Context: an optimization exercise on an open-source flow, tuned for small area and few clock cycles. The choices shown serve that exercise and are no tape-out recipe. Only simulation tests tie the RTL to the original design; equivalence was not proved. The clock port is modelled as an ideal driver; clocking choices that lean on that would not hold on a real chip. Power is estimated from default activity; no workload was simulated.

`flow/config.mk`:
```
export PLATFORM = sky130hd
export DESIGN_NAME = ax5031_rtc
export DESIGN_NICKNAME = ax5031_rtc
export VERILOG_FILES = /design/flow/design.v
export SDC_FILE = /design/flow/constraint.sdc
export NUM_CORES = 4
export LEC_CHECK = 0
export CAP_MARGIN = 20
export CORE_MARGIN = 2
export CORE_UTILIZATION = 40
export PLACE_DENSITY = 0.6
export SLEW_MARGIN = 20
```
`flow/constraint.sdc`:
```
create_clock -name core_clock -period 10.0 [get_ports {clk}]
set_input_delay 2.0000 -clock core_clock [delete_from_list [all_inputs] [get_ports {clk}]]
set_output_delay 2.0000 -clock core_clock [all_outputs]
set_load 0.01 [all_outputs]
```
`flow/design.v`:
```
module ax5031_quant (
    input  wire [13:0] rem,      
    input  wire        bin,      
    output wire        qbit,     
    output wire [13:0] rem_n     
);
    localparam [14:0] DIVISOR = 15'd15625;
    wire [14:0] t = {rem, bin};
    wire [15:0] d = {1'b0, t} - {1'b0, DIVISOR};
    assign qbit  = ~d[15];
    assign rem_n = qbit ? d[13:0] : t[13:0];
endmodule
module ax5031_rtc (
    input  wire        clk,
    input  wire        rst,
    input  wire        cmd_valid,
    output wire        cmd_ready,
    input  wire [39:0] cmd_word,
    output wire        resp_valid,
    input  wire        resp_ready,
    output wire [3:0]  resp_code,
    output reg         resp_sv,
    output wire [7:0]  resp_status,
    output reg  [31:0] resp_data,
    output wire        cs_req,
    output wire        cs_high,
    input  wire        cs_ack,
    input  wire        cs_err,
    output wire        x_req,
    output wire [7:0]  x_tx,
    input  wire        x_ack,
    input  wire        x_err,
    input  wire [7:0]  x_rx
);
    localparam [2:0] P_IDLE = 3'b000,
                     P_RESP = 3'b001,    
                     P_XH   = 3'b010,
                     P_XL   = 3'b011,
                     P_CSL  = 3'b100,
                     P_CSH  = 3'b101,
                     P_REST = 3'b111;
    localparam [2:0] R_OK          = 3'd0,
                     R_BUSFAULT    = 3'd1,
                     R_AR_TIMEOUT  = 3'd2,
                     R_AR_ERROR    = 3'd3,
                     R_UNSUPPORTED = 3'd4,
                     R_UNRECOG     = 3'd5,
                     R_ILLEGAL     = 3'd6;
    reg  [2:0]  ph;
    reg  [2:0]  code;
    reg  [6:0]  a_q;       
    reg         wr_q;      
    reg  [7:0]  d_q;       
    reg         rem13;     
    reg  [5:0]  k;         
    assign resp_code   = {1'b0, code};
    wire a_2x    = (a_q[6:2] == 5'b01000);
    wire a_3x    = (a_q[6:2] == 5'b01100) & (a_q[1:0] != 2'd0);
    wire f_quant = ~resp_sv & wr_q & (a_2x | a_3x);
    wire f_multi = ~resp_sv & (a_2x | (wr_q & a_3x));
    wire f_mod   = ~resp_sv & ~wr_q & (a_q == 7'h10);
    wire f_ar    = ~resp_sv & (a_q[6:1] == 6'b010110) & (~wr_q | a_q[0]);
    wire f_cap   = resp_sv ? ~k[0] : (~wr_q & ~f_ar);
    assign resp_status = resp_sv ? {wr_q, a_q} : 8'h00;
    wire [7:0]  op   = cmd_word[39:32];
    wire [31:0] o    = cmd_word[31:0];
    wire z_hi  = (o[31:16] == 16'd0);
    wire z_mid = (o[15:8] == 8'd0);
    wire z8    = z_hi & z_mid;
    wire z0    = z8 & (o[7:0] == 8'd0);
    wire op_exec = (op == 8'h01), op_gscr = (op == 8'h02), op_sscr = (op == 8'h03),
         op_pwr  = (op == 8'h04), op_pll  = (op == 8'h05), op_sfrq = (op == 8'h06),
         op_gfrq = (op == 8'h07), op_txp  = (op == 8'h08), op_rate = (op == 8'h09),
         op_smod = (op == 8'h0A), op_gmod = (op == 8'h0B), op_frm  = (op == 8'h0C),
         op_enc  = (op == 8'h0D), op_led  = (op == 8'h0E), op_pc1  = (op == 8'h0F),
         op_pc2  = (op == 8'h10), op_txb  = (op == 8'h11), op_ar   = (op == 8'h12);
    wire pwr_ok = (o[3:0] == 4'h0) || (o[3:0] == 4'h4) || (o[3:0] == 4'h5) ||
                  (o[3:0] == 4'hC) || (o[3:0] == 4'hD);
    wire legal =
        (op_exec & z_hi & (o[15] | (o[7:0] == 8'd0))) |
        ((op_gscr | op_gfrq | op_txp | op_gmod | op_pc1 | op_pc2 | op_ar) & z0) |
        ((op_sscr | op_txb | op_smod | op_frm | op_enc) & z8) |
        (op_pwr & z8 & (o[7:4] == 4'd0) & pwr_ok) |
        (op_pll & z8 & (o[7:6] == 2'd0)) |
        op_sfrq | op_rate |
        (op_led & z8 & (o[7:1] == 7'd0));
    wire unsup = (op_smod | op_frm | op_enc) & (o[7:0] != 8'd0);
    wire go    = legal & ~unsup;
    wire [6:0] c_addr =
        (op_exec ? o[14:8] : 7'h00) |
        ((op_gscr | op_sscr) ? 7'h01 : 7'h00) |
        (op_pwr  ? 7'h02 : 7'h00) | (op_pll ? 7'h2C : 7'h00) |
        ((op_sfrq | op_gfrq) ? 7'h20 : 7'h00) | (op_txp ? 7'h30 : 7'h00) |
        (op_rate ? 7'h31 : 7'h00) | ((op_smod | op_gmod) ? 7'h10 : 7'h00) |
        (op_frm  ? 7'h12 : 7'h00) | (op_enc ? 7'h11 : 7'h00) |
        ((op_led | op_pc1) ? 7'h0C : 7'h00) | (op_pc2 ? 7'h0D : 7'h00) |
        (op_txb  ? 7'h05 : 7'h00) | (op_ar ? 7'h2D : 7'h00);
    wire       c_wr = op_exec ? o[15] : ~(op_gscr | op_gfrq | op_gmod | op_pc1 | op_pc2);
    wire [7:0] c_data = o[7:0] | (op_txp ? 8'h0F : 8'h00) | (op_ar ? 8'h08 : 8'h00);
    localparam [13:0] BIAS_LO = 14'd7053;
    wire       v_bit = resp_data[31] ^ (|resp_data[30:13]);
    wire [13:0] rem  = {rem13, resp_data[12:0]};
    wire [13:0] rem0 = {1'b0, o[31:19]} + {13'd0, &o[18:0]};    
    reg        c_bit;
    always @(*) begin
        c_bit = 1'b0;
        if (k >= 6'd42 && k <= 6'd55) c_bit = BIAS_LO[6'd55 - k];
    end
    wire        q_bit;
    wire [13:0] q_rem;
    ax5031_quant u_quant (.rem(rem), .bin(v_bit | c_bit), .qbit(q_bit), .rem_n(q_rem));
    wire       q_ready = k[5] & (k[4:3] >= a_q[1:0]);
    assign cmd_ready  = (ph == P_IDLE) | ((ph == P_RESP) & resp_ready);
    assign resp_valid = (ph == P_RESP);
    assign cs_req    = ph[2];
    assign cs_high   = ph[0];
    assign x_req     = ~ph[2] & ph[1] & (~ph[0] | ~f_quant | q_ready);
    assign x_tx      = ph[0] ? d_q : {wr_q, a_q};
    wire xl_ack = (ph == P_XL) & x_ack;
    wire live   = ph[2] ^ ph[1];     
    wire step   = live & f_quant & (~q_ready | xl_ack);
    always @(posedge clk) begin
        if (rst) begin
            ph <= P_IDLE;
        end else begin
            if (step) begin
                {rem13, resp_data[12:0]} <= q_rem;
                k         <= k + 6'd1;
                d_q       <= {d_q[6:0], q_bit};
                resp_data[31:13] <= {resp_data[30:13], 1'b0};
            end
            case (ph)
                P_IDLE, P_RESP: if (cmd_valid && cmd_ready) begin
                    ph          <= go ? P_CSL : P_RESP;
                    code        <= ~legal ? R_ILLEGAL : unsup ? R_UNSUPPORTED : R_OK;
                    resp_sv     <= go & (op_exec | op_txb);
                    resp_data   <= (op_sfrq | op_rate) ? {~o[18:0], rem0[12:0]} : 32'd0;
                    rem13       <= rem0[13];
                    a_q         <= c_addr;
                    wr_q        <= c_wr;
                    d_q         <= c_data;
                    k           <= {5'b01011, ~op_exec};
                end else if (resp_ready)
                    ph <= P_IDLE;
                P_CSL: if (cs_ack)
                    ph <= cs_err ? P_REST : P_XH;
                P_XH: if (x_ack) begin
                    if (resp_sv)
                        {wr_q, a_q} <= x_rx;
                    ph <= x_err ? P_REST : P_XL;
                end
                P_XL: if (x_ack) begin
                    ph <= x_err ? P_REST : P_CSH;
                    if (f_cap)
                        resp_data <= {resp_data[23:0], x_rx};
                    if (f_mod && x_rx != 8'h00)
                        code <= R_UNRECOG;
                    if (f_multi)
                        a_q[1:0] <= a_q[1:0] + 2'd1;
                    if (f_ar && !wr_q) begin
                        if (x_rx[4]) begin
                            if (resp_data[11:0] == 12'd2999) begin
                                a_q[0]    <= 1'b0;
                                code      <= R_AR_TIMEOUT;
                                resp_data <= 32'd0;
                            end else
                                resp_data[11:0] <= resp_data[11:0] + 12'd1;
                        end else begin
                            a_q[0] <= 1'b0;
                            if (x_rx[5]) begin
                                code      <= R_AR_ERROR;
                                resp_data <= 32'd0;
                            end
                        end
                    end
                end
                P_CSH: if (cs_ack) begin
                    if (!cs_err && ((f_multi && a_q[1:0] != 2'd0) || (f_ar && a_q[0]))) begin
                        ph   <= P_CSL;
                        if (f_ar) begin   
                            wr_q <= 1'b0;
                            d_q  <= 8'h00;
                        end
                    end else begin
                        ph <= P_RESP;
                        if (wr_q && !resp_sv)
                            resp_data[12:0] <= 13'd0;
                    end
                end
                P_REST: if (cs_ack) begin
                    ph <= P_RESP;
                end
                default: ph <= P_IDLE;
            endcase
            if (((ph == P_CSL || ph == P_CSH) && cs_ack && cs_err) ||
                ((ph == P_XH || ph == P_XL) && x_ack && x_err)) begin
                code        <= R_BUSFAULT;
                resp_sv     <= 1'b0;
                resp_data   <= 32'd0;
            end
        end
    end
endmodule
```
`flow/flow/run.sh`:
```
#!/bin/bash
# Layout flow: the standard ORFS flow, with two changes that leave the
# design and its registers as the standard synthesis makes them:
#  1. after the standard synthesis, the combinational logic between the
#     registers is mapped again with an area-oriented ABC script
#     (remap.abc, run with a few random seeds; the smallest result is kept);
#     flip-flops (names, cell types), tie cells and ports are kept as they are;
#  2. the port buffers are the smallest buffer cell (buf_1).
# Each tool writes its full output to a log file in this folder.
set -euo pipefail
HERE=$PWD
RES=$HERE/orfs/results/${FLOW_PLATFORM:-sky130hd}/ax5031_rtc/base
LIB=$FLOW_HOME/platforms/sky130hd/lib/sky130_fd_sc_hd__tt_025C_1v80.lib
YOSYS=$(command -v yosys || echo "$FLOW_HOME/../tools/install/yosys/bin/yosys")
export BUFFER_PORTS_ARGS="-buffer_cell sky130_fd_sc_hd__buf_1"

# 1. standard synthesis
bash standard.sh "$RES/1_2_yosys.v" > standard_synth.log 2>&1

# 2. re-map the combinational logic
cp "$RES/1_2_yosys.v" "$HERE/1_2_yosys_standard.v"
KEEP=$(grep -o 'sky130_fd_sc_hd__[a-z0-9_]*' "$HERE/1_2_yosys_standard.v" | sort -u | grep -E '__(e?df|sdf|sedf|dl|conb)' | tr '\n' ' ')
for S in 1 2 3 4; do
  sed "s/@SEED@/$S/" "$HERE/flow/remap.abc" > "remap_$S.abc"
  cat > "remap_$S.ys" <<EOS
read_liberty -ignore_miss_func $LIB
blackbox $KEEP
read_verilog $HERE/1_2_yosys_standard.v
hierarchy -top $FLOW_TOP
flatten
opt_clean -purge
abc -script $HERE/remap_$S.abc -liberty $LIB -dont_use sky130_fd_sc_hd__lpflow_* -dont_use sky130_fd_sc_hd__probe_p_8 -dont_use sky130_fd_sc_hd__probec_p_8
splitnets
opt_clean -purge
hilomap -singleton -hicell sky130_fd_sc_hd__conb_1 HI -locell sky130_fd_sc_hd__conb_1 LO
insbuf -buf sky130_fd_sc_hd__buf_4 A X
opt_clean -purge
read_liberty -lib -ignore_miss_func $LIB
hierarchy -check -top $FLOW_TOP
check -assert
tee -o $HERE/remap_$S.area stat -liberty $LIB
write_verilog -noattr $HERE/1_2_yosys_remap_$S.v
EOS
  "$YOSYS" -s "remap_$S.ys" > "remap_$S.log" 2>&1 &
done
wait || true
BEST=""; BESTA=""
for S in 1 2 3 4; do
  A=$(grep -o "Chip area for module .*: [0-9.]*" "remap_$S.area" 2>/dev/null | awk '{print $NF}')
  [[ -n "$A" && -f "1_2_yosys_remap_$S.v" ]] || continue
  echo "seed $S: $A" >> remap_summary.log
  if [[ -z "$BESTA" ]] || awk "BEGIN{exit !($A < $BESTA)}"; then BEST=$S; BESTA=$A; fi
done
echo "kept seed $BEST ($BESTA)" >> remap_summary.log
[[ -n "$BEST" ]]
cp "1_2_yosys_remap_$BEST.v" "$RES/1_2_yosys.v"

# 3. the rest of the standard flow
bash standard.sh > standard.log 2>&1
```
`flow/flow/remap.abc`:
```
strash
&get -n
&deepsyn -T 30 -S @SEED@
&put
dch -f
amap
topo
```
`flow/standard.sh`:
```
#!/bin/bash
# synth_recipe.tcl (not shown) runs the flow's synth.tcl, then flattens the netlist and writes it again
# the make line also repeats each setting of config.mk as NAME=value (left out here)
make -C /OpenROAD-flow-scripts/flow DESIGN_CONFIG=/design/flow/config.mk WORK_HOME=/design/flow/orfs CLKGATE_MAP_FILE= SYNTH_SCRIPT=/design/flow/synth_recipe.tcl "${@:-finish}"
```
==> reports/metrics.cfg, run 1 <==
[place]
hpwl_mm = 13.9
pre_cts_slack_ns = 4.53
routabilityCongestion = 0.976
port_buffers = 112

[finish]
n_antenna_cell = 0
fin_util_pct = 47.1
final_common_cell = buf_1
drive_gt1_share_pct = 3.16
area.growth.synth_to_final_pct = 15.2
multi_input_area_um2 = 2390
fillers = 1234
final-seq-area_um2 = 1830
final_cell_mix = 112 x buf_1, 108 x nor2_1, 106 x clkinv_1
num-nets-final = 780

[sta]
tns_ns = 0
hold_violations = 0
report.final.slew_viol_count = 0
finalWorstSetupSlack_ns = 4.80
rsz0062_at_grt = false
setup_viol = 0
fin_crit_ns = 5.20
skew_ns = 0.00822
fin_crit_sh_pct = 52.0
worst_slew_pin_slew_ns = 0.787
max_freq_mhz = 192
slew_headroom_pct = 46.2

[global_routing]
grt_max_degree = 51
grt_usage_pct = 27.1
grt_remaining_overflow = 0
antenna_found_initial = 0
grt_pass1_wl_mm = 27.0
grt_pass1_vias = 4788

[drt]
firstDrtPassIters = 5
vias = 5333
drt-total-wl_mm = 17.9
drc = 0
drt-vias-per-instance = 6.09
routedWlPerCell_um = 20.4
ant_nets = 0
drt_first_iter_violations = 670

[setup_path]
slowest_stage = clkinv_1
slowest_delay_ns = 0.74
arrival_ns = 5.36
endpoint_kind = register
crit_type = in2reg
path_cells = buf_1 -> nor3_1 -> clkinv_1 -> nor2_1 -> clkinv_1 -> o21ai_0 -> o21ai_0 -> nor2_1 -> clkinv_1 -> a211oi_1 -> a221oi_1 -> o221ai_1
start_kind = input pin
critical_path.max_fanout = 24
crit_required_ns = 10.17
path_common_cell = clkinv_1

[run]
cap_violations = 0

[floorplan]
rows = 40
die_h_um = 115
initial_core_util_pct = 40.9
die_area_um2 = 13100
coreArea_um2 = 12000
io_pins = 114
dieWidth_um = 115

[logic_synthesis]
syn_area_um2 = 4890
synth.avg_cell_area_um2 = 7.74
yosysWarnings = 1
synth_nets = 688
syn-instance-count = 632

[cts]
ctsResizeCount = 0
cts_root_buffer = clkbuf_16
cts-htree-levels = 3
cts.path.max_buffers = 2
clk_latency_ns = 0.35
cts_buffers = 9
path_clk_slew_ns = 0.06
clock_sinks = 62
holdBufCountCts = 0
cts_tree = built
post_cts_buffers = 0

[power_and_ir_drop]
seqPwrFrac_pct = 38.3
p_sw_share_pct = 28.1
leakagePower_nw = 1.78
pwr-share-comb_pct = 14.8
internal_power_uw = 615
power_density_nw_per_um2 = 152
switchingPower_uw = 240
power_frac_clock_pct = 46.8
peakVddDrop_uv = 65.8

[outcome]
status = complete, no violations

[min_path]
hold_class = reg2reg

[routing by layer]
layer	vias up	track usage, %	part of all wire [%]
li1	2513	-	-
met1	2500	37.4	43
met2	293	43.1	46
met3	27	5.35	8.5
met4	0	7.89	1.8
met5	-	0	0
[worst max-delay path: cells and delay by family]
| kind | cells | cell delay (ns) |
|---|---|---|
| AO/OA/AOI/OAI | 5 | 1.25 |
| buffers and inverters | 4 | 1.12 |
| AND/OR/NAND/NOR | 3 | 0.98 |
[per-stage QoR]
stage / std cells / hold slack (ns) / instance area (um^2) / power, mW
3_5_place_dp: 860 / 0.559 / 5270 / 0.458
6_report: 876 / 0.570 / 5640 / 0.855
2_1_floorplan: 632 / 0.540 / 4890 / 0.411
5_1_grt: 876 / 0.618 / 5640 / 0.885
4_1_cts: 876 / 0.574 / 5640 / 0.858
3_3_place_gp: 860 / 0.555 / 5270 / 0.458
[worst paths after layout]
path / slack (ns) / cells after the start / endpoint / startpoint
worst min register to register: 0.57 / 2 / d_q[2]$_DFFE_PN_ / d_q[1]$_DFFE_PN_
worst max register to register: 5.04 / 22 / resp_data[7]$_SDFFCE_PP0N_ / resp_data[18]$_SDFFCE_PP0N_
worst min-delay path: 0.57 / 2 / d_q[2]$_DFFE_PN_ / d_q[1]$_DFFE_PN_
worst max-delay path: 4.80 / 12 / resp_data[3]$_SDFFCE_PP0N_ / cmd_word[39]
[sequential cells by signal (all words and copies together) (netlist names)]
register and count:
d_q 8, rem13 1, a_q 7, code 3, resp_data 32, wr_q 1
ph 3, resp_sv 1, k 6
[layout make-up]
class,instances,share of cell area (%)
clock buffer,9,4.00
clock inverter,7,2.58
inverter,107,7.13
multi-input combinational,427,42.4
sequential,62,32.5
tap,147,3.26
timing repair buffer,117,8.13
[power by group through the flow]
stage	sequential (mW)	clock [mW]	combinational [mW]
global placement	0.332	0	0.125
finish	0.328	0.401	0.127
detailed placement	0.333	0	0.125
global route	0.330	0.416	0.140
CTS	0.327	0.404	0.126
floorplan	0.324	0	0.0866
Testbench counts, summed over its fixed seeds: cycles 89,736.
==> inputs of run 2 (changes only) <==
--- a/flow/config.mk
+++ b/flow/config.mk
@@ -8,5 +8,6 @@
 export CAP_MARGIN = 20
 export CORE_MARGIN = 2
 export CORE_UTILIZATION = 40
+export CTS_BUF_LIST = sky130_fd_sc_hd__clkbuf_8
 export PLACE_DENSITY = 0.6
 export SLEW_MARGIN = 20
==> run 2 against run 1 <==
Maximum frequency up 1.0%. Still clean on timing, DRC and antenna. Flip-flop and latch count unchanged. Die area unchanged. Area after synthesis unchanged. Clock power down 22%.
==> reports/metrics.cfg, run 2 <==
[global_routing]
grt_remaining_overflow = 0  ; unchanged
grt_pass1_wl_mm = 26.9  ; -0.44%
grt_pass1_vias = 4781  ; -0.15%
grt_max_degree = 51  ; unchanged
grt_usage_pct = 27.0  ; -0.13 points
antenna_found_initial = 0  ; unchanged

[sta]
fin_crit_sh_pct = 51.5  ; -0.52 points
slew_headroom_pct = 48.1  ; +1.9 points
hold_ws_ns = 0.575  ; +0.00456 ns
max_freq_mhz = 194  ; +1.0%
hold_violations = 0  ; unchanged
setup_viol = 0  ; unchanged
worst_slew_pin_slew_ns = 0.759  ; -0.0280 ns
rsz0062_at_grt = false
tns_ns = 0  ; unchanged
skew_ns = 0.0147  ; +0.00653 ns
fin_crit_ns = 5.15  ; -0.0516 ns
finalWorstSetupSlack_ns = 4.85  ; +0.0516 ns
report.final.slew_viol_count = 0  ; unchanged

[setup_path]
arrival_ns = 5.34  ; -0.02 ns
path_common_cell = clkinv_1
slowest_delay_ns = 0.73  ; about the same
endpoint_kind = register
crit_required_ns = 10.20  ; +0.03 ns
crit_family = compound AO/OA/AOI/OAI gates
path_cells = buf_1 -> nor3_1 -> clkinv_1 -> nor2_1 -> clkinv_1 -> o21ai_0 -> o21ai_0 -> nor2_1 -> clkinv_1 -> a211oi_1 -> a221oi_1 -> o221ai_1
critPathBufInv = 4  ; unchanged
critical_path.max_fanout = 24  ; unchanged
slowest_stage = clkinv_1
start_kind = input pin
crit_type = in2reg

[finish]
top_register = resp_data
drive_gt1_share_pct = 3.16  ; unchanged
multi_input_area_um2 = 2390  ; unchanged
final_cell_mix = 112 x buf_1, 108 x nor2_1, 106 x clkinv_1
area.growth.synth_to_final_pct = 13.1
reg_top3 = resp_data x32, d_q x8, a_q x7
n_antenna_cell = 0  ; unchanged
fillers = 1248  ; +1.1%
final_area_um2 = 5530  ; -1.8%
final-seq-area_um2 = 1830  ; unchanged
final_common_cell = buf_1
num-nets-final = 780  ; unchanged
largest_reg_flops = 32  ; unchanged

[logic_synthesis]
syn_area_um2 = 4890  ; unchanged
syn-instance-count = 632  ; unchanged
yosysWarnings = 1  ; unchanged
synth_nets = 688  ; unchanged
synth.avg_cell_area_um2 = 7.74  ; unchanged

[power_and_ir_drop]
power_density_nw_per_um2 = 139  ; -8.7%
peakVddDrop_uv = 59.6  ; -9.5%
leakagePower_nw = 1.74  ; -2.6%
power_frac_clock_pct = 40.8  ; -6.0 points
p_sw_share_pct = 30.1  ; +2.0 points
pwr-share-comb_pct = 16.5  ; +1.7 points
switchingPower_uw = 231  ; -4.0%
finalPower_uw = 767  ; -10%
seqPwrFrac_pct = 42.7  ; +4.4 points
internal_power_uw = 537  ; -13%

[cts]
post_cts_buffers = 0  ; unchanged
path_clk_slew_ns = 0.08  ; +0.02 ns
cts.path.max_buffers = 2  ; unchanged
clk_latency_ns = 0.38  ; +0.03 ns
holdBufCountCts = 0  ; unchanged
clock_sinks = 62  ; unchanged
cts_buffers = 9  ; unchanged
cts_tree = built
cts-htree-levels = 3  ; unchanged
cts_root_buffer = clkbuf_8
ctsResizeCount = 0  ; unchanged

[floorplan]
initial_core_util_pct = 40.9  ; unchanged
die_h_um = 115  ; unchanged
dieWidth_um = 115  ; unchanged
io_pins = 114  ; unchanged
die_area_um2 = 13100  ; unchanged
coreArea_um2 = 12000  ; unchanged
rows = 40  ; unchanged

[drt]
vias = 5294  ; -0.73%
drc = 0  ; unchanged
drt_first_iter_violations = 610  ; -9.0%
drt-vias-per-instance = 6.04  ; -0.73%
drt-total-wl_mm = 17.9  ; about the same
routedWlPerCell_um = 20.4  ; about the same
ant_nets = 0  ; unchanged
firstDrtPassIters = 6  ; +1

[outcome]
status = complete, no violations

[place]
hpwl_mm = 13.9  ; unchanged
pre_cts_slack_ns = 4.53  ; unchanged
port_buffers = 112  ; unchanged
routabilityCongestion = 0.976  ; unchanged
dpl_cell_area_um2 = 5270  ; unchanged

[min_path]
hold_class = reg2reg

[run]
cap_violations = 0  ; unchanged

==> run 2: worst reg2reg max path, stage by stage (launching register included) <==
cell and delay (ns):
edfxtp_1 0.49, clkinv_1 0.09, nand4_1 0.10, or3_1 0.37, nor4_1 0.55, nand2_1 0.11
o221ai_1 0.14, nor3_1 0.12, nor2b_1 0.21, nor4_1 0.10, nor2_1 0.16, nor2_1 0.07
or3_1 0.38, nor2_1 0.18, o21ai_0 0.15, nand2_1 0.15, clkinv_1 0.23, nor2_1 0.25
clkinv_1 0.16, nor2_1 0.22, nand2_1 0.11, o221ai_1 0.19, nand4_1 0.17
==> run 2: metal layers <==
layer  up-vias  share of wire [%]  global-route usage [%]
met5         -                  0                       0
met4         0                1.7                    7.72
met3        21                8.9                    5.13
met2       306                 47                    42.9
met1      2455                 43                    37.4
li1       2512                  -                       -
==> run 2: path summary, 6_finish.rpt <==
| kind | start | end | slack (ns) | cells after the start |
|---|---|---|---|---|
| worst max-delay path | cmd_word[39] | resp_data[3]$_SDFFCE_PP0N_ | 4.85 | 12 |
| worst min-delay path | d_q[1]$_DFFE_PN_ | d_q[2]$_DFFE_PN_ | 0.58 | 2 |
| worst min register to register | d_q[1]$_DFFE_PN_ | d_q[2]$_DFFE_PN_ | 0.58 | 2 |
| worst max register to register | resp_data[26]$_SDFFCE_PP0N_ | resp_data[7]$_SDFFCE_PP0N_ | 5.05 | 22 |
==> run 2: power by group through the flow <==
stage                     sequential [mW]  combinational [mW]  clock (mW)
final                               0.327               0.127       0.313
after global routing                0.329               0.140       0.325
after CTS                           0.327               0.126       0.315
after detailed placement            0.333               0.125           0
after global placement              0.332               0.125           0
after floorplan                     0.324              0.0866           0
==> run 2: through the flow <==
step / instances / utilization [%]
finish: 876 / 46.3
CTS: 876 / 46.3
floorplan: 632 / -
global route: 876 / 46.3
detailed placement: 860 / 44.0
global placement: 860 / 44.0
==> run 2: area by class of cell <==
cell class                 instances  share of cell area (%)
sequential                        62                    33.1
clock buffer                       9                    2.24
tap                              147                    3.32
multi-input combinational        427                    43.2
timing repair buffer             117                    8.27
inverter                         107                    7.26
clock inverter                     7                    2.62
==> inputs of run 3 (changes only) <==
--- a/flow/flow/run.sh
+++ b/flow/flow/run.sh
@@ -5,7 +5,9 @@
 #     registers is mapped again with an area-oriented ABC script
 #     (remap.abc, run with a few random seeds; the smallest result is kept);
 #     flip-flops (names, cell types), tie cells and ports are kept as they are;
-#  2. the port buffers are the smallest buffer cell (buf_1).
+#  2. the port buffers are the smallest buffer cell (buf_1);
+#  3. clock tree synthesis without dummy loads, with the arguments in
+#     cts_args.txt.
 # Each tool writes its full output to a log file in this folder.
 set -euo pipefail
 HERE=$PWD
@@ -13,6 +15,10 @@
 LIB=$FLOW_HOME/platforms/sky130hd/lib/sky130_fd_sc_hd__tt_025C_1v80.lib
 YOSYS=$(command -v yosys || echo "$FLOW_HOME/../tools/install/yosys/bin/yosys")
 export BUFFER_PORTS_ARGS="-buffer_cell sky130_fd_sc_hd__buf_1"
+if [[ -f "$HERE/flow/cts_args.txt" ]]; then
+  CTS_ARGS=$(tr '\n' ' ' < "$HERE/flow/cts_args.txt")
+  export CTS_ARGS
+fi
 
 # 1. standard synthesis
 bash standard.sh "$RES/1_2_yosys.v" > standard_synth.log 2>&1
==> flow/flow/cts_args.txt (new file) <==
-sink_clustering_enable -repair_clock_nets -dont_use_dummy_load -buf_list {sky130_fd_sc_hd__clkbuf_4 sky130_fd_sc_hd__clkbuf_8} -sink_clustering_size 20
--- a/flow/config.mk
+++ b/flow/config.mk
@@ -8,6 +8,5 @@
 export CAP_MARGIN = 20
 export CORE_MARGIN = 2
 export CORE_UTILIZATION = 40
-export CTS_BUF_LIST = sky130_fd_sc_hd__clkbuf_8
 export PLACE_DENSITY = 0.6
 export SLEW_MARGIN = 20
==> run 3 against run 2 <==
Clock power decreased by 43%. Via count is 0.13% lower. Combinational power about the same. Worst setup slack worse by 0.025 ns. Clock skew grew 0.016 ns. Core utilization decreased by 1.2 points. Die area did not move. First-iteration DRC count is 18% higher. Worst hold slack got worse by 0.0039 ns. Synthesized cell count stayed put.
==> reports/metrics.cfg, run 3 <==
[setup_path]
crit_required_ns = 10.17  ; -0.03 ns
endpoint_kind = register
critPathBufInv = 4  ; unchanged
r2r_start = resp_data[26]$_SDFFCE_PP0N_
path_common_cell = clkinv_1
path_cells = buf_1 -> nor3_1 -> clkinv_1 -> nor2_1 -> clkinv_1 -> o21ai_0 -> o21ai_0 -> nor2_1 -> clkinv_1 -> a211oi_1 -> a221oi_1 -> o221ai_1
start_kind = input pin
rrSetupSlack_ns = 5.06  ; about the same
crit_family = compound AO/OA/AOI/OAI gates
slowest_stage = clkinv_1
slowest_delay_ns = 0.73  ; about the same
r2r_cells = 22  ; unchanged
critical_path.max_fanout = 24  ; unchanged
crit_type = in2reg
arrival_ns = 5.34  ; about the same
rr_endpoint = resp_data[7]$_SDFFCE_PP0N_

[drt]
routedWlPerCell_um = 20.5  ; +0.38%
ant_nets = 0  ; unchanged
drt_first_iter_violations = 721  ; +18%
vias = 5287  ; -0.13%
drt-total-wl_mm = 17.8  ; -0.43%
drc = 0  ; unchanged
drt-vias-per-instance = 6.08  ; +0.67%
firstDrtPassIters = 6  ; unchanged

[sta]
hold_violations = 0  ; unchanged
rsz0062_at_grt = false
hold_ws_ns = 0.571  ; -0.00394 ns
fin_crit_sh_pct = 51.7  ; +0.25 points
skew_ns = 0.0305  ; +0.0158 ns
max_freq_mhz = 193  ; -0.49%
slew_headroom_pct = 48.8  ; +0.76 points
setup_viol = 0  ; unchanged
worst_slew_pin_slew_ns = 0.759  ; +0.000136 ns
fin_crit_ns = 5.17  ; +0.0255 ns
tns_ns = 0  ; unchanged
report.final.slew_viol_count = 0  ; unchanged

[logic_synthesis]
yosysWarnings = 1  ; unchanged
synth_nets = 688  ; unchanged
syn-instance-count = 632  ; unchanged
syn_area_um2 = 4890  ; unchanged
synth.avg_cell_area_um2 = 7.74  ; unchanged

[cts]
cts.path.max_buffers = 2  ; unchanged
cts_buffers = 9  ; unchanged
cts_root_buffer = clkbuf_8
cts_tree = built
post_cts_buffers = 0  ; unchanged
cts-htree-levels = 3  ; unchanged
clk_latency_ns = 0.38  ; about the same
clock_sinks = 62  ; unchanged
ctsResizeCount = 0  ; unchanged
path_clk_slew_ns = 0.06  ; -0.02 ns
holdBufCountCts = 0  ; unchanged

[finish]
area.growth.synth_to_final_pct = 10.2
largest_reg_flops = 32  ; unchanged
drive_gt1_share_pct = 2.22  ; -0.94 points
n_antenna_cell = 0  ; unchanged
top_register = resp_data
stdcell_count = 869  ; -0.80%
multi_input_area_um2 = 2390  ; unchanged
final_cell_mix = 112 x buf_1, 108 x nor2_1, 106 x clkinv_1
fillers = 1265  ; +1.4%
final-seq-area_um2 = 1830  ; unchanged
reg_top3 = resp_data x32, d_q x8, a_q x7
num-nets-final = 780  ; unchanged
final_common_cell = buf_1

[power_and_ir_drop]
seqPwrFrac_pct = 51.8  ; +9.1 points
power_density_nw_per_um2 = 117  ; -15%
power_frac_clock_pct = 28.1  ; -13 points
switchingPower_uw = 207  ; -10%
internal_power_uw = 425  ; -21%
p_sw_share_pct = 32.7  ; +2.7 points
leakagePower_nw = 1.67  ; -3.8%
pwr-share-comb_pct = 20.1  ; +3.6 points
peakVddDrop_uv = 59.4  ; -0.36%

[global_routing]
grt_usage_pct = 27.0  ; about the same
grt_remaining_overflow = 0  ; unchanged
met2_usage_pct = 42.9  ; about the same
grtUsageMet3_pct = 5.45  ; +0.32 points
grt_busiest_layer = met2
gr-usage-met1_pct = 37.4  ; unchanged
grt_pass1_vias = 4769  ; -0.25%
grt_pass1_wl_mm = 26.8  ; about the same
grt_max_degree = 51  ; unchanged
antenna_found_initial = 0  ; unchanged

[min_path]
min_to = d_q[2]$_DFFE_PN_
holdPathStages = 2  ; unchanged
hold_class = reg2reg
hp-start = d_q[1]$_DFFE_PN_

[floorplan]
io_pins = 114  ; unchanged
rows = 40  ; unchanged
initial_core_util_pct = 40.9  ; unchanged
die_h_um = 115  ; unchanged
coreArea_um2 = 12000  ; unchanged
dieWidth_um = 115  ; unchanged
die_area_um2 = 13100  ; unchanged

[outcome]
status = complete, no violations

[place]
place_inst = 860  ; unchanged
port_buffers = 112  ; unchanged
hpwl_mm = 13.9  ; unchanged
routabilityCongestion = 0.976  ; unchanged

[run]
cap_violations = 0  ; unchanged

-- run 3: worst max path at each step --
stage | to | slack (ns) | start | depth (start not counted)
after CTS | resp_data[3]$_SDFFCE_PP0N_ | 4.88 | cmd_word[39] | 12
final | resp_data[3]$_SDFFCE_PP0N_ | 4.83 | cmd_word[39] | 12
after detailed placement | resp_data[3]$_SDFFCE_PP0N_ | 4.53 | cmd_word[39] | 12
after global placement | resp_data[3]$_SDFFCE_PP0N_ | 4.60 | cmd_word[39] | 12
after global routing | resp_data[7]$_SDFFCE_PP0N_ | 4.33 | resp_data[13]$_SDFFCE_PP0N_ | 22
after floorplan | resp_data[3]$_SDFFCE_PP0N_ | 5.52 | cmd_word[39] | 11
-- run 3: metal layers --
layer	routed length, um	part of all wire (%)
met3	1620	9.1
met2	8260	46
met4	281	1.6
met1	7640	43
met5	0	0
-- run 3: power groups by stage --
stage / Combinational, mW / Clock (mW) / Sequential, mW
2_1_floorplan: 0.0866 / 0 / 0.324
3_3_place_gp: 0.125 / 0 / 0.332
3_5_place_dp: 0.125 / 0 / 0.333
4_1_cts: 0.126 / 0.182 / 0.327
5_1_grt: 0.140 / 0.192 / 0.329
6_report: 0.127 / 0.178 / 0.327
-- run 3: cell type report --
class	instances	area share [%]
multi-input combinational	427	44.3
timing repair buffer	117	8.50
clock buffer	9	2.30
tap	147	3.41
inverter	107	7.45
sequential	62	34.0
-- run 3: tightest hold or removal path, delay by kind of cell, from the launching register on --
family / cells / cell delay [ns]
flops: 1 / 0.35
compound gates: 1 / 0.06
simple gates: 1 / 0.05
-- run 3: through the flow --
step	area, um^2	total power, mW	worst slack, ns	utilization (%)
floorplan	4890	0.411	5.52	-
global placement	5270	0.458	4.60	44.0
detailed placement	5270	0.458	4.53	44.0
CTS	5390	0.635	4.88	45.1
global route	5390	0.662	4.33	45.1
finish	5390	0.632	4.83	45.1
==> inputs of run 4 (changes only) <==
==> flow/flow/cts_args.txt (replaced) <==
-sink_clustering_enable -repair_clock_nets -dont_use_dummy_load -buf_list sky130_fd_sc_hd__clkbuf_8 -sink_clustering_size 40 -sink_clustering_max_diameter 200
==> run 4 against run 3 <==
Wire length is 2.8% higher. Still clean on timing, DRC and antenna. First-iteration DRC count is 28% lower. Register-to-register slack better by 0.61 ns. Die area hardly changed. Core utilization hardly changed. Total power is 1.9% lower.
==> reports/metrics.cfg, run 4 <==
[finish]
drive_gt1_share_pct = 1.88  ; -0.34 points
n_antenna_cell = 0  ; unchanged
fin_util_pct = 45.1  ; about the same
reg_top3 = resp_data x32, d_q x8, a_q x7
num-nets-final = 803  ; +2.9%
final_common_cell = nor2_1
final_cell_mix = 121 x nor2_1, 112 x buf_1, 101 x clkinv_1
top_register = resp_data
area.growth.synth_to_final_pct = 10.1  ; about the same
largest_reg_flops = 32  ; unchanged

[power_and_ir_drop]
internal_power_uw = 420  ; -1.1%
leakagePower_nw = 1.72  ; +3.2%
pwr-share-comb_pct = 19.5  ; -0.6 points
seqPwrFrac_pct = 51.6  ; -0.2 points
finalPower_uw = 620  ; -1.9%
peakVddDrop_uv = 90.8  ; +53%
p_sw_share_pct = 32.2  ; -0.56 points
switchingPower_uw = 199  ; -3.6%
power_density_nw_per_um2 = 115  ; -1.9%
power_frac_clock_pct = 28.8  ; +0.7 points

[setup_path]
start_kind = input pin
path_common_cell = and3_1
crit_required_ns = 10.13  ; -0.04 ns
endpoint_kind = register
arrival_ns = 5.15  ; -0.19 ns
slowest_delay_ns = 0.43  ; -0.30 ns
crit_type = in2reg
r2r_cells = 17  ; -23%
critical_path.max_fanout = 6  ; -75%
path_cells = buf_1 -> nand4_1 -> nor2_1 -> nand4_1 -> nor3_1 -> and3_1 -> nand2_1 -> clkinv_1 -> nand2_1 -> clkinv_1 -> and3_1 -> nand2_1 -> clkinv_1 -> and3_1 -> and2_0 -> and3_1 -> nor2_1 -> o311ai_0
slowest_stage = o311ai_0

[place]
pre_cts_slack_ns = 4.70  ; +0.168 ns
hpwl_mm = 14.3  ; +2.6%
port_buffers = 112  ; unchanged
routabilityCongestion = 0.963  ; -1.3%

[global_routing]
grt_max_degree = 50  ; -2.0%
grt_remaining_overflow = 0  ; unchanged
grt_usage_pct = 27.5  ; +0.49 points
grt_pass1_wl_mm = 27.1  ; +1.1%
antenna_found_initial = 0  ; unchanged
grt_pass1_vias = 4874  ; +2.2%

[cts]
cts_root_buffer = clkbuf_8
post_cts_buffers = 0  ; unchanged
cts-htree-levels = 3  ; unchanged
holdBufCountCts = 0  ; unchanged
cts_tree = built
cts.path.max_buffers = 2  ; unchanged
path_clk_slew_ns = 0.07  ; about the same
clk_latency_ns = 0.37  ; about the same
cts_buffers = 9  ; unchanged
clock_sinks = 62  ; unchanged
ctsResizeCount = 0  ; unchanged

[min_path]
hold_class = reg2reg
holdPathStages = 2  ; unchanged

[drt]
wl_met1_mm = 7.79  ; +2.0%
met2_length_mm = 8.83  ; +6.9%
drt_first_iter_violations = 520  ; -28%
vias = 5383  ; +1.8%
drt-vias-per-instance = 6.03  ; -0.81%
firstDrtPassIters = 5  ; -1
highest_layer = met4
routedWlPerCell_um = 20.5  ; +0.11%
drc = 0  ; unchanged
drt-total-wl_mm = 18.3  ; +2.8%
met3WireLength_mm = 1.31  ; -19%
ant_nets = 0  ; unchanged

[logic_synthesis]
syn-instance-count = 655  ; +3.6%
syn_area_um2 = 4890  ; about the same
yosysWarnings = 1  ; unchanged
synth.avg_cell_area_um2 = 7.47  ; -3.4%
synth_nets = 711  ; +3.3%

[sta]
fin_crit_sh_pct = 50.3  ; -1.4 points
skew_ns = 0.0154  ; -0.0151 ns
rsz0062_at_grt = false
report.final.slew_viol_count = 0  ; unchanged
slew_headroom_pct = 31.7  ; -17 points
max_freq_mhz = 199  ; +2.9%
hold_violations = 0  ; unchanged
finalWorstSetupSlack_ns = 4.97  ; +0.144 ns
tns_ns = 0  ; unchanged
setup_viol = 0  ; unchanged
fin_crit_ns = 5.03  ; -0.144 ns
worst_slew_pin_slew_ns = 1.01  ; +0.252 ns

[floorplan]
initial_core_util_pct = 40.9  ; about the same
rows = 40  ; unchanged
die_area_um2 = 13100  ; about the same
die_h_um = 115  ; about the same
coreArea_um2 = 12000  ; unchanged
io_pins = 114  ; unchanged
dieWidth_um = 115  ; about the same

[run]
cap_violations = 0  ; unchanged

[outcome]
status = complete, no violations

[run 4: worst paths after layout]
kind	from	end	slack (ns)
min reg2reg	d_q[1]$_DFFE_PN_	d_q[2]$_DFFE_PN_	0.57
min	d_q[1]$_DFFE_PN_	d_q[2]$_DFFE_PN_	0.57
max reg2reg	resp_data[29]$_SDFFCE_PP0N_	resp_data[7]$_SDFFCE_PP0N_	5.67
max	cmd_word[2]	resp_data[12]$_SDFFCE_PP0N_	4.97
[run 4: area by class of cell]
cell class	count	area (um^2)
Sequential cell	62	1830
Timing Repair Buffer	117	458
Tap cell	147	184
Multi-Input combinational cell	456	2410
Inverter	101	379
Fill cell	1269	6570
Clock buffer	9	124
[run 4: power groups by stage]
stage	Clock (mW)	Sequential, mW	Combinational, mW
global placement	0	0.325	0.119
finish	0.179	0.320	0.121
detailed placement	0	0.325	0.120
floorplan	0	0.320	0.0814
CTS	0.182	0.319	0.120
global route	0.193	0.322	0.133
[run 4: worst max-delay path, delay by kind of cell]
| family | cells | cell delay (ns) |
|---|---|---|
| compound gates | 1 | 0.43 |
| buf+inv | 4 | 0.55 |
| simple gates | 13 | 2.18 |
[run 4: layer usage]
layer  vias up  track usage, %
li1       2536               -
met1      2557            36.2
met2       257            45.7
met3        33            4.98
met4         0            9.02
met5         -               0
[run 4: stage by stage]
stage,std cells,cell area [um^2],hold WS (ns)
detailed placement,883,5270,0.567
global placement,883,5270,0.560
CTS,892,5390,0.572
finish,892,5390,0.568
global route,892,5390,0.607
floorplan,655,4890,0.542
==> inputs of run 5 (changes only) <==
--- a/flow/flow/run.sh
+++ b/flow/flow/run.sh
@@ -6,8 +6,10 @@
 #     (remap.abc, run with a few random seeds; the smallest result is kept);
 #     flip-flops (names, cell types), tie cells and ports are kept as they are;
 #  2. the port buffers are the smallest buffer cell (buf_1);
-#  3. clock tree synthesis without dummy loads, with the arguments in
-#     cts_args.txt.
+#  3. the clock tree is built by pre_cts.tcl (run as ORFS's PRE_CTS_TCL
+#     hook): four clock buffers, each at the centroid of a quarter of the
+#     flip-flops; TritonCTS then finds the clock already buffered and adds
+#     nothing.  The rest of the CTS step (timing repair) runs as usual.
 # Each tool writes its full output to a log file in this folder.
 set -euo pipefail
 HERE=$PWD
@@ -15,10 +17,8 @@
 LIB=$FLOW_HOME/platforms/sky130hd/lib/sky130_fd_sc_hd__tt_025C_1v80.lib
 YOSYS=$(command -v yosys || echo "$FLOW_HOME/../tools/install/yosys/bin/yosys")
 export BUFFER_PORTS_ARGS="-buffer_cell sky130_fd_sc_hd__buf_1"
-if [[ -f "$HERE/flow/cts_args.txt" ]]; then
-  CTS_ARGS=$(tr '\n' ' ' < "$HERE/flow/cts_args.txt")
-  export CTS_ARGS
-fi
+export PRE_CTS_TCL="$HERE/flow/pre_cts.tcl"
+export CTS_ARGS="-dont_use_dummy_load -clk_nets clk"
 
 # 1. standard synthesis
 bash standard.sh "$RES/1_2_yosys.v" > standard_synth.log 2>&1
==> flow/flow/pre_cts.tcl (new file) <==
# Clock tree: the flip-flops are split into $K groups by position (halves
# along x, then along y); one clock buffer at each group's centroid drives
# the group's clock pins.  The clock port drives only these K buffers.
set K 4
set BUF sky130_fd_sc_hd__clkbuf_8
set dbu [[ord::get_db_tech] getDbUnitsPerMicron]
set ffs {}
foreach inst [[ord::get_db_block] getInsts] {
  foreach it [$inst getITerms] {
    if {[[$it getMTerm] getSigType] == "CLOCK" || [[$it getMTerm] getName] == "CLK"} {
      set bb [$inst getBBox]
      lappend ffs [list [$inst getName] [expr {([$bb xMin] + [$bb xMax]) / 2.0 / $dbu}] [expr {([$bb yMin] + [$bb yMax]) / 2.0 / $dbu}] [[$it getMTerm] getName]]
    }
  }
}
proc split_groups {ffs k} {
  if {$k <= 1} { return [list $ffs] }
  set xs [lsort -real [lmap f $ffs {lindex $f 1}]]
  set ys [lsort -real [lmap f $ffs {lindex $f 2}]]
  set dx [expr {[lindex $xs end] - [lindex $xs 0]}]
  set dy [expr {[lindex $ys end] - [lindex $ys 0]}]
  set idx [expr {$dx >= $dy ? 1 : 2}]
  set s [lsort -real -index $idx $ffs]
  set h [expr {[llength $s] / 2}]
  return [concat [split_groups [lrange $s 0 [expr {$h - 1}]] [expr {$k / 2}]] [split_groups [lrange $s $h end] [expr {$k / 2}]]]
}
set g 0
foreach grp [split_groups $ffs $K] {
  set sx 0; set sy 0; set pins {}
  foreach f $grp {
    set sx [expr {$sx + [lindex $f 1]}]; set sy [expr {$sy + [lindex $f 2]}]
    lappend pins [get_pins "[lindex $f 0]/[lindex $f 3]"]
  }
  set n [llength $grp]
  puts "clock group $g: $n flip-flops, buffer at [expr {$sx / $n}] [expr {$sy / $n}]"
  insert_buffer -buffer_cell $BUF -net clk -load_pins $pins -location [list [expr {$sx / $n}] [expr {$sy / $n}]] -buffer_name clkbuf_g$g -net_name clknet_g$g
  incr g
}
--- a/flow/config.mk
+++ b/flow/config.mk
@@ -7,6 +7,6 @@
 export LEC_CHECK = 0
 export CAP_MARGIN = 20
 export CORE_MARGIN = 2
-export CORE_UTILIZATION = 40
-export PLACE_DENSITY = 0.6
+export CORE_UTILIZATION = 60
+export PLACE_DENSITY = 0.75
 export SLEW_MARGIN = 20
removed: flow/flow/cts_args.txt
==> run 5 against run 4 <==
Core utilization is 22 points higher. Register-to-register slack worse by 0.61 ns. Cell count is 8.2% lower. Global-route usage is 8.8 points higher. Sequential share of layout area is 0.83 points higher. Critical path type unchanged. Critical endpoint is now resp_data[5]$_SDFFCE_PP0N_. Largest cell class unchanged.
==> reports/metrics.cfg, run 5 <==
[place]
port_buffers = 112  ; unchanged
routabilityCongestion = 0.977  ; +1.4%
hpwl_mm = 12.7  ; -11%

[finish]
final_common_cell = buf_1
num-nets-final = 775  ; -3.5%
fin_util_pct = 67.4  ; +22 points
n_antenna_cell = 0  ; unchanged
top_register = resp_data
final_cell_mix = 112 x buf_1, 109 x nor2_1, 107 x clkinv_1
drive_gt1_share_pct = 1.26  ; -0.62 points
reg_top3 = resp_data x32, d_q x8, a_q x7
area.growth.synth_to_final_pct = 7.57
largest_reg_flops = 32  ; unchanged

[sta]
fin_crit_sh_pct = 53.9  ; +3.6 points
setup_viol = 0  ; unchanged
skew_ns = 0.0189  ; +0.00348 ns
fin_crit_ns = 5.39  ; +0.364 ns
tns_ns = 0  ; unchanged
max_freq_mhz = 186  ; -6.8%
slew_headroom_pct = 43.9  ; +12 points
hold_violations = 0  ; unchanged
report.final.slew_viol_count = 0  ; unchanged
worst_slew_pin_slew_ns = 0.834  ; -0.177 ns
rsz0062_at_grt = false

[cts]
holdBufCountCts = 0  ; unchanged
post_cts_buffers = 0  ; unchanged
path_clk_slew_ns = 0.11  ; +0.04 ns
ctsResizeCount = 0  ; unchanged
clk_latency_ns = 0.17  ; -0.20 ns

[min_path]
hold_class = reg2reg
hp-start = d_q[1]$_DFFE_PN_

[floorplan]
coreArea_um2 = 7810  ; -35%
initial_core_util_pct = 62.6  ; +22 points
dieWidth_um = 94.3  ; -18%
rows = 32  ; -20%
io_pins = 114  ; unchanged
die_area_um2 = 8890  ; -32%
die_h_um = 94.3  ; -18%

[setup_path]
start_kind = input pin
arrival_ns = 5.34  ; +0.19 ns
critical_path.max_fanout = 24  ; +18
crit_required_ns = 9.95  ; -0.18 ns
endpoint_kind = register
r2r_start = resp_data[18]$_SDFFCE_PP0N_
critPathLaunch = cmd_word[39]
crit_type = in2reg

[drt]
vias = 5489  ; +2.0%
drt-vias-per-instance = 6.70  ; +11%
ant_nets = 0  ; unchanged
firstDrtPassIters = 6  ; +1
drt_first_iter_violations = 595  ; +14%
routedWlPerCell_um = 19.9  ; -3.0%
drc = 0  ; unchanged
drt-total-wl_mm = 16.3  ; -11%

[run]
cap_violations = 0  ; unchanged

[global_routing]
grt_usage_pct = 36.3  ; +8.8 points
grt_pass1_wl_mm = 25.5  ; -5.9%
grt_max_degree = 51  ; +2.0%
antenna_found_initial = 0  ; unchanged
grt_remaining_overflow = 0  ; unchanged
grt_pass1_vias = 4832  ; -0.86%

[logic_synthesis]
syn-instance-count = 632  ; -3.5%
yosysWarnings = 1  ; unchanged
syn_area_um2 = 4890  ; about the same
synth_nets = 688  ; -3.2%
synth.avg_cell_area_um2 = 7.74  ; +3.6%

[power_and_ir_drop]
leakagePower_nw = 1.63  ; -5.3%
power_density_nw_per_um2 = 106  ; -8.0%
peakVddDrop_uv = 98.6  ; +8.6%

[outcome]
status = complete, no violations

==> run 5: metrics by stage <==
step | cells | worst slack [ns] | hold WS (ns) | area [um^2] | power (mW)
2_1_floorplan | 632 | 5.52 | 0.540 | 4890 | 0.411
3_3_place_gp | 815 | 4.72 | 0.565 | 5210 | 0.451
3_5_place_dp | 815 | 4.48 | 0.578 | 5210 | 0.453
4_1_cts | 819 | 4.48 | 0.578 | 5260 | 0.528
5_1_grt | 819 | 4.15 | 0.642 | 5260 | 0.577
6_report | 819 | 4.61 | 0.603 | 5260 | 0.557
==> run 5: worst max-delay path: stages <==
cell      delay, ns
buf_1          0.07
nor3_1         0.36
clkinv_1       0.16
nor2_1         0.25
clkinv_1       0.17
o21ai_0        0.31
o21ai_0        0.25
nor2_1         0.46
clkinv_1       0.73
o311ai_0       0.59
==> run 5: cell type report, without the clock buffers <==
| cell class | instances | area (um^2) |
|---|---|---|
| fillers | 681 | 2550 |
| inverters | 107 | 402 |
| multi-input cells | 427 | 2390 |
| flip-flops and latches | 62 | 1830 |
| well taps | 102 | 128 |
| repair buffers | 117 | 458 |
==> run 5: final timing paths <==
check	to	slack, ns	depth (start not counted)
worst min register to register	d_q[2]$_DFFE_PN_	0.60	2
worst max-delay path	resp_data[5]$_SDFFCE_PP0N_	4.61	10
worst min-delay path	d_q[2]$_DFFE_PN_	0.60	2
worst max register to register	resp_data[7]$_SDFFCE_PP0N_	5.06	22
==> run 5: routing by layer <==
metal	part of all wire, %	routed length, um	GRT usage, %	vias to the layer above
met5	0	0	0	-
met4	2.3	370	7.85	0
met3	10	1690	2.97	45
met2	49	8010	62.7	380
met1	38	6210	50.0	2560
li1	-	-	-	2504
==> run 5: power by group <==
| group | total, mW | internal [mW] | switching [mW] |
|---|---|---|---|
| registers | 0.326 | 0.305 | 0.0212 |
| clock network | 0.105 | 0.0372 | 0.0677 |
| logic | 0.125 | 0.0392 | 0.0862 |
| total | 0.557 | 0.382 | 0.175 |
==> inputs of run 6 (changes only) <==
--- a/flow/flow/pre_cts.tcl
+++ b/flow/flow/pre_cts.tcl
@@ -2,7 +2,7 @@
 # along x, then along y); one clock buffer at each group's centroid drives
 # the group's clock pins.  The clock port drives only these K buffers.
 set K 4
-set BUF sky130_fd_sc_hd__clkbuf_8
+set BUF sky130_fd_sc_hd__clkbuf_16
 set dbu [[ord::get_db_tech] getDbUnitsPerMicron]
 set ffs {}
 foreach inst [[ord::get_db_block] getInsts] {
--- a/flow/config.mk
+++ b/flow/config.mk
@@ -7,6 +7,6 @@
 export LEC_CHECK = 0
 export CAP_MARGIN = 20
 export CORE_MARGIN = 2
-export CORE_UTILIZATION = 60
-export PLACE_DENSITY = 0.75
+export CORE_UTILIZATION = 40
+export PLACE_DENSITY = 0.6
 export SLEW_MARGIN = 20
==> run 6 against run 5 <==
Core utilization is 23 points lower. Area after synthesis stayed put. Synthesized cell count stayed put. Clock power is about 40% higher. Clock skew is 0.0055 ns lower. Largest cell class unchanged.
==> reports/metrics.cfg, run 6 <==
[outcome]
status = complete, no violations

[setup_path]
r2r_cells = 22  ; unchanged
critical_path.max_fanout = 24  ; unchanged
crit_required_ns = 9.98  ; +0.03 ns
crit_type = in2reg
arrival_ns = 5.33  ; about the same
start_kind = input pin
endpoint_kind = register

[place]
hpwl_mm = 13.9  ; +10%
routabilityCongestion = 0.976  ; about the same
place_inst = 860  ; +5.5%
port_buffers = 112  ; unchanged
pre_cts_slack_ns = 4.53  ; +0.0507 ns

[finish]
n_antenna_cell = 0  ; unchanged
area.growth.synth_to_final_pct = 9.70
final_common_cell = buf_1
final_cell_mix = 112 x buf_1, 108 x nor2_1, 106 x clkinv_1
fin_util_pct = 44.9  ; -23 points
largest_reg_flops = 32  ; unchanged
drive_gt1_share_pct = 1.53  ; +0.28 points
top_register = resp_data
reg_top3 = resp_data x32, d_q x8, a_q x7
stdcell_count = 864  ; +5.5%
num-nets-final = 775  ; unchanged

[drt]
routedWlPerCell_um = 20.5  ; +3.2%
drt_first_iter_violations = 696  ; +17%
firstDrtPassIters = 6  ; unchanged
drt-vias-per-instance = 6.12  ; -8.6%
drc = 0  ; unchanged
vias = 5291  ; -3.6%
ant_nets = 0  ; unchanged
drt-total-wl_mm = 17.7  ; +8.9%

[sta]
fin_crit_ns = 5.35  ; -0.0383 ns
max_freq_mhz = 187  ; +0.72%
worst_slew_pin_slew_ns = 0.794  ; -0.0396 ns
slew_headroom_pct = 45.7  ; +1.8 points
rsz0062_at_grt = false
setup_viol = 0  ; unchanged
hold_violations = 0  ; unchanged
report.final.slew_viol_count = 0  ; unchanged
fin_crit_sh_pct = 53.5  ; -0.38 points
skew_ns = 0.0134  ; -0.00550 ns
tns_ns = 0  ; unchanged
finalWorstSetupSlack_ns = 4.65  ; +0.0383 ns

[floorplan]
rows = 40  ; +25%
die_h_um = 115  ; +22%
initial_core_util_pct = 40.9  ; -22 points
io_pins = 114  ; unchanged
die_area_um2 = 13100  ; +48%
coreArea_um2 = 12000  ; +53%
dieWidth_um = 115  ; +22%

[global_routing]
grt_pass1_vias = 4738  ; -1.9%
grt_remaining_overflow = 0  ; unchanged
grt_usage_pct = 25.8  ; -11 points
grt_pass1_wl_mm = 26.6  ; +4.3%
antenna_found_initial = 0  ; unchanged
grt_max_degree = 51  ; unchanged

[power_and_ir_drop]
leakagePower_nw = 1.65  ; +1.4%
peakVddDrop_uv = 59.4  ; -40%
internal_power_uw = 417  ; +9.3%
pwr-share-comb_pct = 21.2  ; -1.3 points
power_frac_clock_pct = 24.4  ; +5.5 points
switchingPower_uw = 185  ; +5.4%
p_sw_share_pct = 30.7  ; -0.78 points
seqPwrFrac_pct = 54.4  ; -4.2 points
power_density_nw_per_um2 = 112  ; +5.9%

[cts]
ctsResizeCount = 0  ; unchanged
clk_latency_ns = 0.15  ; -0.02 ns
path_clk_slew_ns = 0.08  ; -0.03 ns
holdBufCountCts = 0  ; unchanged
post_cts_buffers = 0  ; unchanged

[logic_synthesis]
synth_nets = 688  ; unchanged
syn_area_um2 = 4890  ; unchanged
synth.avg_cell_area_um2 = 7.74  ; unchanged
yosysWarnings = 1  ; unchanged
syn-instance-count = 632  ; unchanged

[min_path]
holdPathStages = 2  ; unchanged
hold_class = reg2reg

[run]
cap_violations = 0  ; unchanged

run 6: layer usage:
metal | routed length [um] | share of wire (%) | vias to the layer above | track usage [%]
li1 | - | - | 2488 | -
met2 | 8330 | 47 | 305 | 43.4
met5 | 0 | 0 | - | 0
met3 | 1560 | 8.8 | 21 | 2.33
met4 | 257 | 1.4 | 0 | 3.41
met1 | 7590 | 43 | 2477 | 36.9
run 6: metrics by stage:
step,hold slack [ns],cell area [um^2],power [mW]
2_1_floorplan,0.540,4890,0.411
3_3_place_gp,0.555,5270,0.458
3_5_place_dp,0.559,5270,0.458
4_1_cts,0.560,5370,0.566
5_1_grt,0.626,5370,0.627
6_report,0.578,5370,0.602
run 6: power groups by stage:
stage	logic, mW	clock network, mW	registers [mW]
after floorplan	0.0866	0	0.324
after global placement	0.125	0	0.332
after detailed placement	0.125	0	0.333
after CTS	0.126	0.108	0.333
after global routing	0.140	0.158	0.329
final	0.127	0.147	0.327
run 6: final cells by class, without the clock buffers:
type,count,area (um^2)
repair buffers,117,458
multi-input cells,427,2390
fillers,1260,6600
inverters,107,402
flip-flops and latches,62,1830
well taps,147,184
run 6: path summary, 6_finish.rpt:
kind | slack (ns) | start | end
max | 4.65 | cmd_word[39] | resp_data[3]$_SDFFCE_PP0N_
min | 0.58 | d_q[1]$_DFFE_PN_ | d_q[2]$_DFFE_PN_
max reg2reg | 5.02 | resp_data[18]$_SDFFCE_PP0N_ | resp_data[7]$_SDFFCE_PP0N_
min reg2reg | 0.58 | d_q[1]$_DFFE_PN_ | d_q[2]$_DFFE_PN_
run 6: critical path: stages:
cell and delay, ns:
buf_1 0.07, nor3_1 0.28, clkinv_1 0.13, nor2_1 0.25, clkinv_1 0.18, o21ai_0 0.32
o21ai_0 0.25, nor2_1 0.44, clkinv_1 0.72, a211oi_1 0.47, a221oi_1 0.09, o221ai_1 0.11
==> inputs of run 7 (changes only) <==
--- a/flow/design.v
+++ b/flow/design.v
@@ -159,7 +159,7 @@
                         a_q[1:0] <= a_q[1:0] + 2'd1;
                     if (f_ar && !wr_q) begin
                         if (x_rx[4]) begin
-                            if (resp_data[11:0] == 12'd2999) begin
+                            if (&(resp_data[11:0] | ~12'd2999)) begin   
                                 a_q[0]    <= 1'b0;
                                 code      <= R_AR_TIMEOUT;
                                 resp_data <= 32'd0;
--- a/flow/flow/pre_cts.tcl
+++ b/flow/flow/pre_cts.tcl
@@ -2,7 +2,7 @@
 # along x, then along y); one clock buffer at each group's centroid drives
 # the group's clock pins.  The clock port drives only these K buffers.
 set K 4
-set BUF sky130_fd_sc_hd__clkbuf_16
+set BUF sky130_fd_sc_hd__clkbuf_8
 set dbu [[ord::get_db_tech] getDbUnitsPerMicron]
 set ffs {}
 foreach inst [[ord::get_db_block] getInsts] {
==> flow/flow/remap.abc (replaced) <==
strash
&get -n
&deepsyn -T 60 -S @SEED@
&put
dch -f
amap
topo
--- a/flow/config.mk
+++ b/flow/config.mk
@@ -7,6 +7,6 @@
 export LEC_CHECK = 0
 export CAP_MARGIN = 20
 export CORE_MARGIN = 2
-export CORE_UTILIZATION = 40
-export PLACE_DENSITY = 0.6
+export CORE_UTILIZATION = 70
+export PLACE_DENSITY = 0.85
 export SLEW_MARGIN = 20
==> run 7 against run 6 <==
Sequential share of layout area is 1.3 points higher. Die area shrank 42%. Sequential power about the same. Global-route usage grew 15 points. Maximum frequency shrank 7.6%. Still clean. Register-to-register slack worse by 0.35 ns. Synthesized cell count shrank 0.63%. Via count grew 4.3%.
==> reports/metrics.cfg, run 7 <==
[floorplan]
rows = 30  ; -25%
io_pins = 114  ; unchanged
dieWidth_um = 87.2  ; -24%
die_h_um = 87.2  ; -24%
initial_core_util_pct = 71.7  ; +31 points
die_area_um2 = 7600  ; -42%
coreArea_um2 = 6760  ; -44%

[cts]
clk_latency_ns = 0.17  ; +0.02 ns
path_clk_slew_ns = 0.10  ; +0.02 ns
ctsResizeCount = 0  ; unchanged
holdBufCountCts = 0  ; unchanged
post_cts_buffers = 0  ; unchanged

[setup_path]
arrival_ns = 5.73  ; +0.40 ns
endpoint_kind = register
r2r_cells = 18  ; -18%
slowest_delay_ns = 0.72  ; about the same
path_cells = buf_1 -> or3_1 -> or2_0 -> or2_0 -> o311ai_0 -> o21ai_0 -> nor2_1 -> clkinv_1 -> o311ai_0
crit_required_ns = 9.94  ; -0.04 ns
start_kind = input pin
slowest_stage = clkinv_1
critical_path.max_fanout = 21  ; -13%
crit_type = in2reg

[sta]
fin_crit_sh_pct = 57.9  ; +4.4 points
slew_headroom_pct = 43.1  ; -2.6 points
hold_violations = 0  ; unchanged
hold_ws_ns = 0.616  ; +0.0383 ns
max_freq_mhz = 173  ; -7.6%
worst_slew_pin_slew_ns = 0.851  ; +0.0566 ns
skew_ns = 0.0183  ; +0.00490 ns
setup_viol = 0  ; unchanged
finalWorstSetupSlack_ns = 4.21  ; -0.437 ns
report.final.slew_viol_count = 0  ; unchanged
fin_crit_ns = 5.79  ; +0.437 ns
tns_ns = 0  ; unchanged
rsz0062_at_grt = false

[min_path]
holdPathStages = 2  ; unchanged
hold_class = reg2reg

[drt]
ant_nets = 0  ; unchanged
firstDrtPassIters = 8  ; +2
drc = 0  ; unchanged
drt-vias-per-instance = 6.98  ; +14%
drt_first_iter_violations = 916  ; +32%
vias = 5519  ; +4.3%
drt-total-wl_mm = 16.2  ; -8.7%
routedWlPerCell_um = 20.5  ; -0.25%

[global_routing]
grt_usage_pct = 41.1  ; +15 points
grt_pass1_vias = 4912  ; +3.7%
grt_remaining_overflow = 0  ; unchanged
grt_pass1_wl_mm = 24.6  ; -7.5%
antenna_found_initial = 0  ; unchanged
grt_max_degree = 49  ; -3.9%

[finish]
final_cell_mix = 112 x buf_1, 102 x nor2_1, 97 x clkinv_1
reg_top3 = resp_data x32, d_q x8, a_q x7
multi_input_area_um2 = 2380  ; -0.47%
drive_gt1_share_pct = 1.13  ; -0.41 points
num-nets-final = 769  ; -0.77%
fillers = 533  ; -58%
area.growth.synth_to_final_pct = 6.82
final_common_cell = buf_1
final-seq-area_um2 = 1830  ; unchanged
top_register = resp_data
stdcell_count = 791  ; -8.4%
n_antenna_cell = 0  ; unchanged
largest_reg_flops = 32  ; unchanged

[power_and_ir_drop]
leakagePower_nw = 1.62  ; -1.9%
seqPwrFrac_pct = 57.6  ; +3.2 points
peakVddDrop_uv = 76.2  ; +28%
power_frac_clock_pct = 18.8  ; -5.6 points
switchingPower_uw = 186  ; +0.96%
pwr-share-comb_pct = 23.6  ; +2.4 points
power_density_nw_per_um2 = 111  ; -1.1%
internal_power_uw = 387  ; -7.2%
p_sw_share_pct = 32.5  ; +1.8 points

[place]
pre_cts_slack_ns = 4.17  ; -0.361 ns
routabilityCongestion = 1.02  ; +4.3%
port_buffers = 112  ; unchanged
place_inst = 787  ; -8.5%
hpwl_mm = 12.2  ; -12%

[logic_synthesis]
yosysWarnings = 1  ; unchanged
synth.avg_cell_area_um2 = 7.71  ; -0.37%
syn-instance-count = 628  ; -0.63%
synth_nets = 684  ; -0.58%
syn_area_um2 = 4840  ; -1.0%

[run]
cap_violations = 0  ; unchanged

[outcome]
status = complete, no violations

run 7: path summary, 6_finish.rpt:
path	start	to	slack (ns)
worst max-delay path	cmd_word[39]	resp_data[12]$_SDFFCE_PP0N_	4.21
worst min-delay path	d_q[0]$_DFFE_PN_	d_q[0]$_DFFE_PN_	0.62
worst max register to register	resp_data[19]$_SDFFCE_PP0N_	resp_data[2]$_SDFFCE_PP0N_	4.67
worst min register to register	d_q[0]$_DFFE_PN_	d_q[0]$_DFFE_PN_	0.62
run 7: metrics by stage:
stage	utilization, %	power [mW]	instance area (um^2)
3_3_place_gp	75.7	0.460	5110
2_1_floorplan	-	0.421	4840
3_5_place_dp	75.7	0.464	5120
5_1_grt	76.6	0.591	5170
4_1_cts	76.6	0.539	5170
6_report	76.6	0.573	5170
run 7: area by class of cell, without the clock buffers:
type                       count  share of cell area (%)
sequential                    62                    35.4
inverter                      97                    7.04
multi-input combinational    433                    46.0
timing repair buffer         115                    8.56
tap                           80                    1.94
run 7: power by group through the flow:
stage / logic [mW] / registers, mW / clock network [mW]
3_5_place_dp: 0.130 / 0.334 / 0
4_1_cts: 0.131 / 0.335 / 0.0733
3_3_place_gp: 0.127 / 0.333 / 0
5_1_grt: 0.147 / 0.331 / 0.112
2_1_floorplan: 0.0943 / 0.327 / 0
6_report: 0.135 / 0.330 / 0.108
run 7: metal layers:
| layer | track usage, % | part of all wire [%] |
|---|---|---|
| met2 | 66.8 | 46 |
| met3 | 6.92 | 14 |
| met5 | 0 | 0 |
| met4 | 11.2 | 3.8 |
| met1 | 57.3 | 37 |
run 7: critical path: cells and delay by family:
family          cells  cell delay [ns]
simple gates        4             1.66
compound gates      3             1.26
buf+inv             2             0.79
Testbench counts of run 7, summed over its fixed seeds: cycles 89,736.

-- afterwards: timing with drivers on the ports --
The flow's constraints put no driver on any port. The routed layouts listed below were extracted and timed again, unchanged, in two steps.
Step 1, drivers: a clkbuf_16 drives clk and a buf_2 each remaining input, both assumed.
Step 2 also shifts input and output timing later by t, the mid clock arrival at the registers, as if the neighbouring blocks saw the same clock.
a / b / c = no drivers / after step 1 / after step 2; a / b = the first two.
run | shift t [ns] | slack for setup (ns) | slew at the worst register clock pin (ns) | worst data-port slew with drivers (ns)
run 1 | 0.385 | 4.803 / 4.825 / 4.440 | 0.06 / 0.06 | 0.04
run 2 | 0.411 | 4.855 / 4.871 / 4.459 | 0.09 / 0.09 | 0.04
run 3 | 0.396 | 4.830 / 4.837 / 4.440 | 0.09 / 0.09 | 0.04
run 4 | 0.395 | 4.973 / 4.983 / 4.589 | 0.07 / 0.07 | 0.03
run 5 | 0.224 | 4.609 / 4.653 / 4.430 | 0.11 / 0.11 | 0.03
run 6 | 0.235 | 4.648 / 4.720 / 4.484 | 0.08 / 0.08 | 0.04
run 7 | 0.229 | 4.210 / 4.253 / 4.024 | 0.12 / 0.12 | 0.04
After both steps setup and hold are still met in every run listed. For run 2, which loses most, drivers alone change the setup slack by +0.016 ns; drivers and shift together by -0.396 ns.
